This is an optimization exercise on Yosys and OpenROAD, whose aim is small area, a short achievable clock period and few clock cycles, not a production implementation.
Where RTL was checked, it was by simulation tests only, not by an equivalence proof against the original.
Power is estimated from default activity; no workload was simulated.

Design stackmat_core, start of the top module:
module stackmat_core (
    input  wire        clk,
    input  wire        rst,
    input  wire        cmd_valid,
    output wire        cmd_ready,
    input  wire [79:0] cmd,
    output wire        rsp_valid,
    output wire [7:0]  rsp_status,
    output wire        rsp_flag,
    output wire [63:0] rsp_val,
    output wire [7:0]  rsp_len,
    output wire        dat_valid,
    output wire [7:0]  dat_byte,
    output wire        tx_valid,
    output wire [3:0]  tx_len,
    output wire [71:0] tx_data,
    input  wire        tx_ack,
    input  wire        tx_err,
    input  wire [7:0]  tx_n
);
Settings: LEC_CHECK=0, CAP_MARGIN=20, CORE_MARGIN=2, CORE_UTILIZATION=40, SLEW_MARGIN=20; clock period 17.0 ns.
run.sh (not shown) runs the stock make flow with config.mk's settings and CLKGATE_MAP_FILE= SYNTH_SCRIPT=/design/flow/synth_recipe.tcl, a recipe that flattens the netlist after the stock synthesis.
Then changed:
--- a/flow/design.v
+++ b/flow/design.v
@@ -289,25 +289,32 @@
             for (adi = 0; adi < 65; adi = adi + 1)
                 if ((adi / adl) % 2 == 1) begin
                     ad_gn[adi] = ad_G[adi] | (ad_P[adi] & ad_G[(adi / adl) * adl - 1]);
                     ad_pn[adi] = ad_P[adi] & ad_P[(adi / adl) * adl - 1];
                 end
             ad_G = ad_gn;
             ad_P = ad_pn;
         end
     end
     wire [64:0] sub = ad_p ^ {ad_G[63:0], ad_ci};
     wire [63:0] s     = sub[63:0];
     wire        s_neg = sub[64];
-    wire opt36   = ~|s[63:28];
+    wire [35:0] sk_a = a[63:28];
+    wire [35:0] sk_b = start_q[63:28];
+    wire [35:0] sk_nb = ~sk_b;
+    wire sk_b28  = (a[27:0] < start_q[27:0]);    
+    wire sk_z0   = (sk_a == sk_b);
+    wire sk_z1   = ((sk_a ^ sk_nb) == {(sk_a[34:0] | sk_nb[34:0]), 1'b0});
+    wire sk_zz   = ~|sk_a;
+    wire opt36   = pd_ts ? (sk_b28 ? sk_z1 : sk_z0) : sk_zz;
     wire [63:0] s_load = pd_enc ? {s[23:0], 32'd0, s[31:24]} : s;
     wire [4:0]  cnt_load = pd_enc ? 5'd6 : (opt36 ? 5'd7 : 5'd16);
     wire [3:0]  din = dv_sk ? a[27:24] : a[63:60];
     wire [4:0]  f_n    = (rsp_len_q > 8'd20) ? 5'd20 : rsp_len_q[4:0];
     wire [4:0]  f_have = {fpass, 1'b0} + {2'd0, fpass};
     wire [83:0] fstore = {fd, cw[79:64], rv_q};
     wire [3:0]  fnib   = fstore[4*fidx +: 4];
     reg [3:0]  st_a, st_b, st_c;
     reg [5:0]  st_d;
     reg [3:0]  st_q;
     reg [3:0]  st_qc;    
     reg [4:0]  st_xa, st_xb, st_xc;
Final area grows by 3.2%.
Total power grows by 0.98%.
Wire length stays flat.
Core utilization shrinks by 0.20 points.
First-iteration DRC count grows by 5.1%.
No functional check of the RTL was part of any run of this note.

* * *

stackmat_core, a different RTL version from the one above (not shown whole).
Size: ~550 flip-flops, roughly 37000 um2 of cells after synthesis.
Design stackmat_core, start of the top module:
module stackmat_core (
    input  wire        clk,
    input  wire        rst,
    input  wire        cmd_valid,
    output wire        cmd_ready,
    input  wire [79:0] cmd,
    output wire        rsp_valid,
    output wire [7:0]  rsp_status,
    output wire        rsp_flag,
    output wire [63:0] rsp_val,
    output wire [7:0]  rsp_len,
    output wire        dat_valid,
    output wire [7:0]  dat_byte,
    output wire        tx_valid,
    output wire [3:0]  tx_len,
    output wire [71:0] tx_data,
    input  wire        tx_ack,
    input  wire        tx_err,
    input  wire [7:0]  tx_n
);
clock: 17.0 ns
lec_check: 0
cap_margin: 20
core_margin: 2
core_utilization: 50
slew_margin: 20
Testbench counts at the start, summed over its fixed seeds: cycles 13,079.
Change:
--- a/flow/design.v
+++ b/flow/design.v
@@ -186,14 +186,12 @@
     reg        pd_ts;       
     reg        pd_tk;       
     reg        pd_fmt;      
     reg        pd_enc;      
     reg [2:0]  fpass;       
     reg [4:0]  fidx;        
-    reg        f_last;      
-    reg [4:0]  f_idx0;      
     reg        rdy_q;       
     reg [3:0]  es;
     reg [2:0]  jk;
     reg [2:0]  dk;
     reg [1:0]  pdsrc;
     reg [4:0]  cnt;         
@@ -363,13 +361,12 @@
                     send_pend ? (!sink_busy && (pq_cnt == 3'd0)) :
                                 (pq_cnt <= 3'd1);
     wire pq_pop   = !o_strm && !send_pend && (pq_cnt != 3'd0);
     wire [2:0] pq_inc = pq_cnt + 3'd1;
     wire [2:0] pq_dec = pq_cnt - 3'd1;
     assign cmd_ready  = rdy_q;
-    wire   cw_ld      = !cv || ((es == E_IDLE) && !pd_hold);
     assign rsp_valid  = rsp_valid_q;
     assign rsp_status = {6'd0, rsp_status_q};
     assign rsp_flag   = rsp_flag_q;
     assign rsp_len    = rsp_len_q;
     assign rsp_val    = rv_q;
     wire [63:0] p_val = ({64{p_vsel[V_START]}} & start_q)
@@ -476,13 +473,13 @@
     always @(posedge clk) begin
         push  = 1'b0;
         kick  = 1'b0;
         es_n  = es;
         cv_n  = cv;
         pdh_n = pd_hold;
-        if (cw_ld) begin
+        if (cmd_ready) begin
             cw      <= cmd;
             pdh_n = hold_op(cmd[79:72]);
             pd_ts   <= (cmd[79:72] == OP_TICK) || (cmd[79:72] == OP_STOP);
             pd_tk   <= (cmd[79:72] == OP_TICK);
             pd_fmt  <= (cmd[79:72] == OP_FMT);
             pd_enc  <= (cmd[79:72] == OP_ENC);
@@ -519,13 +516,13 @@
             rsp_len_q    <= 8'd0;
             rv_q         <= 64'd0;
         end
         pk_sum <= pk_dsum;
         ack_q <= tx_valid_q & tx_ack;
         err_q <= tx_err;
-        if (sink_busy && !ack_q) n_q <= tx_n;
+        if (tx_valid_q) n_q <= tx_n;
         if (tx_valid_q && tx_ack) tx_valid_q <= 1'b0;
         if (ack_q) begin
             if (err_q) begin
                 sink_busy <= 1'b0;
                 sink_err  <= 1'b1;
             end else if (n_q >= {4'd0, 4'd9 - txoff}) begin
@@ -766,14 +763,14 @@
                 p_vsel   <= 6'd0;
                 es_n       = E_WRSP;
             end
             E_FST: begin
                 {fd, cw[79:64], rv_q} <= {rC, rB, rA, fstore[83:12]};
                 fpass <= fpass + 3'd1;
-                if (f_last) begin
-                    fidx <= f_idx0;
+                if (f_have + 5'd3 >= f_n) begin
+                    fidx <= f_n + 5'd17 - f_have;
                     if (rsp_len_q > 8'd20) begin
                         o_rem <= rsp_len_q - 8'd20;
                         es_n  = E_FPAD;
                     end else begin
                         es_n = E_FDIG;
                     end
@@ -798,14 +795,12 @@
                     cv_n        = 1'b0;
                     es_n        = E_IDLE;
                 end
             end
             default: es_n = E_IDLE;
         endcase
-        f_last <= (f_have + 5'd3 >= f_n);
-        f_idx0 <= f_n + 5'd17 - f_have;
         if (dv_busy) begin
             cw[63:0] <= dv_sk ? {a[23:0], 36'd0, st_qc} : {a[59:0], st_qc};
             dv_sk    <= 1'b0;
             dv_first <= 1'b0;
             rA       <= st_a;
             rB       <= st_b;
@@ -826,13 +821,13 @@
                       ((es == E_WRSP) && !p_vsel[V_CONV]) ||
                       (es == E_SENDQ))) begin
             div_load;
             dk    <= D_TICK;
             dv_pf <= 1'b1;
         end
-        if (cw_ld) cv_n = cmd_valid;
+        if (cmd_ready) cv_n = cmd_valid;
         if (kick) begin
             toh        <= 10'd1;
             s_ld       <= 1'b1;
             sink_busy  <= 1'b1;
             send_pend  <= 1'b1;
         end
Effect: Setup slack degrades by 0.058 ns. Hold slack degrades by 0.026 ns. Design area rose by about 0.9%. Final cell count fell by 0.57%. Sequential power fell by about 5%. Non-clock buffer count fell by 5.
Testbench counts after the change, summed over its fixed seeds: cycles 13,079.

* * *

## the reference run
stackmat_core, a different RTL version from the one above (not shown whole).
Size in the first run: ~550 flip-flops, ~260 I/O pins, about 37000 um2 of cells after synthesis.
Settings: LEC_CHECK=0, CAP_MARGIN=20, CORE_MARGIN=2, CORE_UTILIZATION=50, SLEW_MARGIN=20; clock period 17.0 ns.
Testbench counts of the reference run, summed over its fixed seeds: cycles 13,079.
Input changes introduced in the trial run (baseline for comparison: the reference run):
--- a/flow/design.v
+++ b/flow/design.v
@@ -264,20 +264,20 @@
             default:  legal = 1'b0;
         endcase
     end
     wire is_ts  = (op == OP_TICK) || (op == OP_STOP);
     wire is_fmt = (op == OP_FMT);
     wire is_enc = (op == OP_ENC);
     wire [7:0] csum = a[47:40] + a[39:32] + a[31:24] + a[23:16] + a[15:8] + a[7:0]
                     + 8'd32;
     wire [64:0] ad_a = {1'b0, a};
-    wire [64:0] ad_b = {1'b1, ~start_q};
-    wire        ad_ci = 1'b1;
+    wire [64:0] ad_b = {pd_ts, {64{pd_ts}} & ~start_q};
+    wire        ad_ci = pd_ts;
     reg  [64:0] ad_g, ad_p, ad_G, ad_P, ad_gn, ad_pn;
     integer     adi, adl;
     always @(*) begin
         ad_g = ad_a & ad_b;
         ad_p = ad_a ^ ad_b;
         ad_G = ad_g;
         ad_P = ad_p;
         ad_G[0] = ad_g[0] | (ad_p[0] & ad_ci);
         for (adl = 1; adl < 128; adl = adl * 2) begin
@@ -297,19 +297,19 @@
     wire        s_neg = sub[64];
     wire [35:0] sk_a = a[63:28];
     wire [35:0] sk_b = start_q[63:28];
     wire [35:0] sk_nb = ~sk_b;
     wire sk_b28  = (a[27:0] < start_q[27:0]);    
     wire sk_z0   = (sk_a == sk_b);
     wire sk_z1   = ((sk_a ^ sk_nb) == {(sk_a[34:0] | sk_nb[34:0]), 1'b0});
     wire sk_zz   = ~|sk_a;
     wire opt36   = pd_ts ? (sk_b28 ? sk_z1 : sk_z0) : sk_zz;
-    wire [63:0] s_load = pd_enc ? {a[23:0], 32'd0, a[31:24]} : (pd_ts ? s : a);
+    wire [63:0] s_load = pd_enc ? {s[23:0], 32'd0, s[31:24]} : s;
     wire [4:0]  cnt_load = pd_enc ? 5'd6 : (opt36 ? 5'd7 : 5'd16);
     wire [3:0]  din = dv_sk ? a[27:24] : a[63:60];
     wire [4:0]  f_n    = (rsp_len_q > 8'd20) ? 5'd20 : rsp_len_q[4:0];
     wire [4:0]  f_have = {fpass, 1'b0} + {2'd0, fpass};
     wire [83:0] fstore = {fd, cw[79:64], rv_q};
     wire [3:0]  fnib   = fstore[4*fidx +: 4];
     reg [3:0]  st_a, st_b, st_c;
     reg [5:0]  st_d;
     reg [3:0]  st_q;
==> comparison <==
Detailed-router iteration count before antenna repair (lower): the reference run. Number of multi-input combinational cells (lower): the reference run. The trial run vs the reference run: share of total power in combinational logic down. In the trial run the wire length of the first global-routing pass turned out about 0.6% higher than in the reference run. Taking the reference run as the reference, in the trial run total non-filler cell area in the finished layout picked up an extra 0.69%, clock network power lost about 8%, area share of buffers outside the clock network saw a decrease. Between the trial run and the reference run, it is the trial run whose placed cell count is higher, by 110.
Testbench counts of the trial run, summed over its fixed seeds: cycles 13,079.

==> separate check: timing with driven ports <==
No port has a modelled driver above. Below, the same layouts with a new extraction and two added sets of constraints.
Step 1 (the two cells are an assumption about what drives the block):
set clk [get_ports {clk}]
set_driving_cell -lib_cell sky130_fd_sc_hd__clkbuf_16 $clk
set_driving_cell -lib_cell sky130_fd_sc_hd__buf_2 [delete_from_list [all_inputs] $clk]
Step 2 adds t to the input delays and takes it off the output delays; t is the mean of the earliest and latest rising clock arrival at the registers after step 1. Input paths then give back, and output paths get back, about the clock's delay inside the block.
Slacks: no drivers / after step 1 / after step 2; pairs: no drivers / after step 1.
| run | shift t [ns] | setup WS [ns] | worst hold slack (ns) | worst slew at a driven data input, ns |
|---|---|---|---|---|
| the first run of note 1 | 0.697 | 10.952 / 10.952 / 10.952 | 0.481 / 0.481 / 0.481 | 0.04 |
| the second run of note 1 | 0.688 | 11.611 / 11.544 / 11.162 | 0.495 / 0.495 / 0.495 | 0.08 |
| the first run of note 2 | 0.686 | 11.724 / 11.654 / 11.636 | 0.485 / 0.485 / 0.485 | 0.06 |
| the second run of note 2 | 0.688 | 11.666 / 11.597 / 11.334 | 0.459 / 0.459 / 0.459 | 0.05 |
| the reference run | 0.708 | 10.726 / 10.726 / 10.726 | 0.457 / 0.457 / 0.457 | 0.05 |
| the trial run | 0.689 | 11.721 / 11.685 / 11.476 | 0.497 / 0.497 / 0.497 | 0.12 |
After both steps every run listed still meets setup and hold. The setup slack of the second run of note 1, which loses most, moves by -0.067 ns with the drivers and by -0.449 ns with both steps.
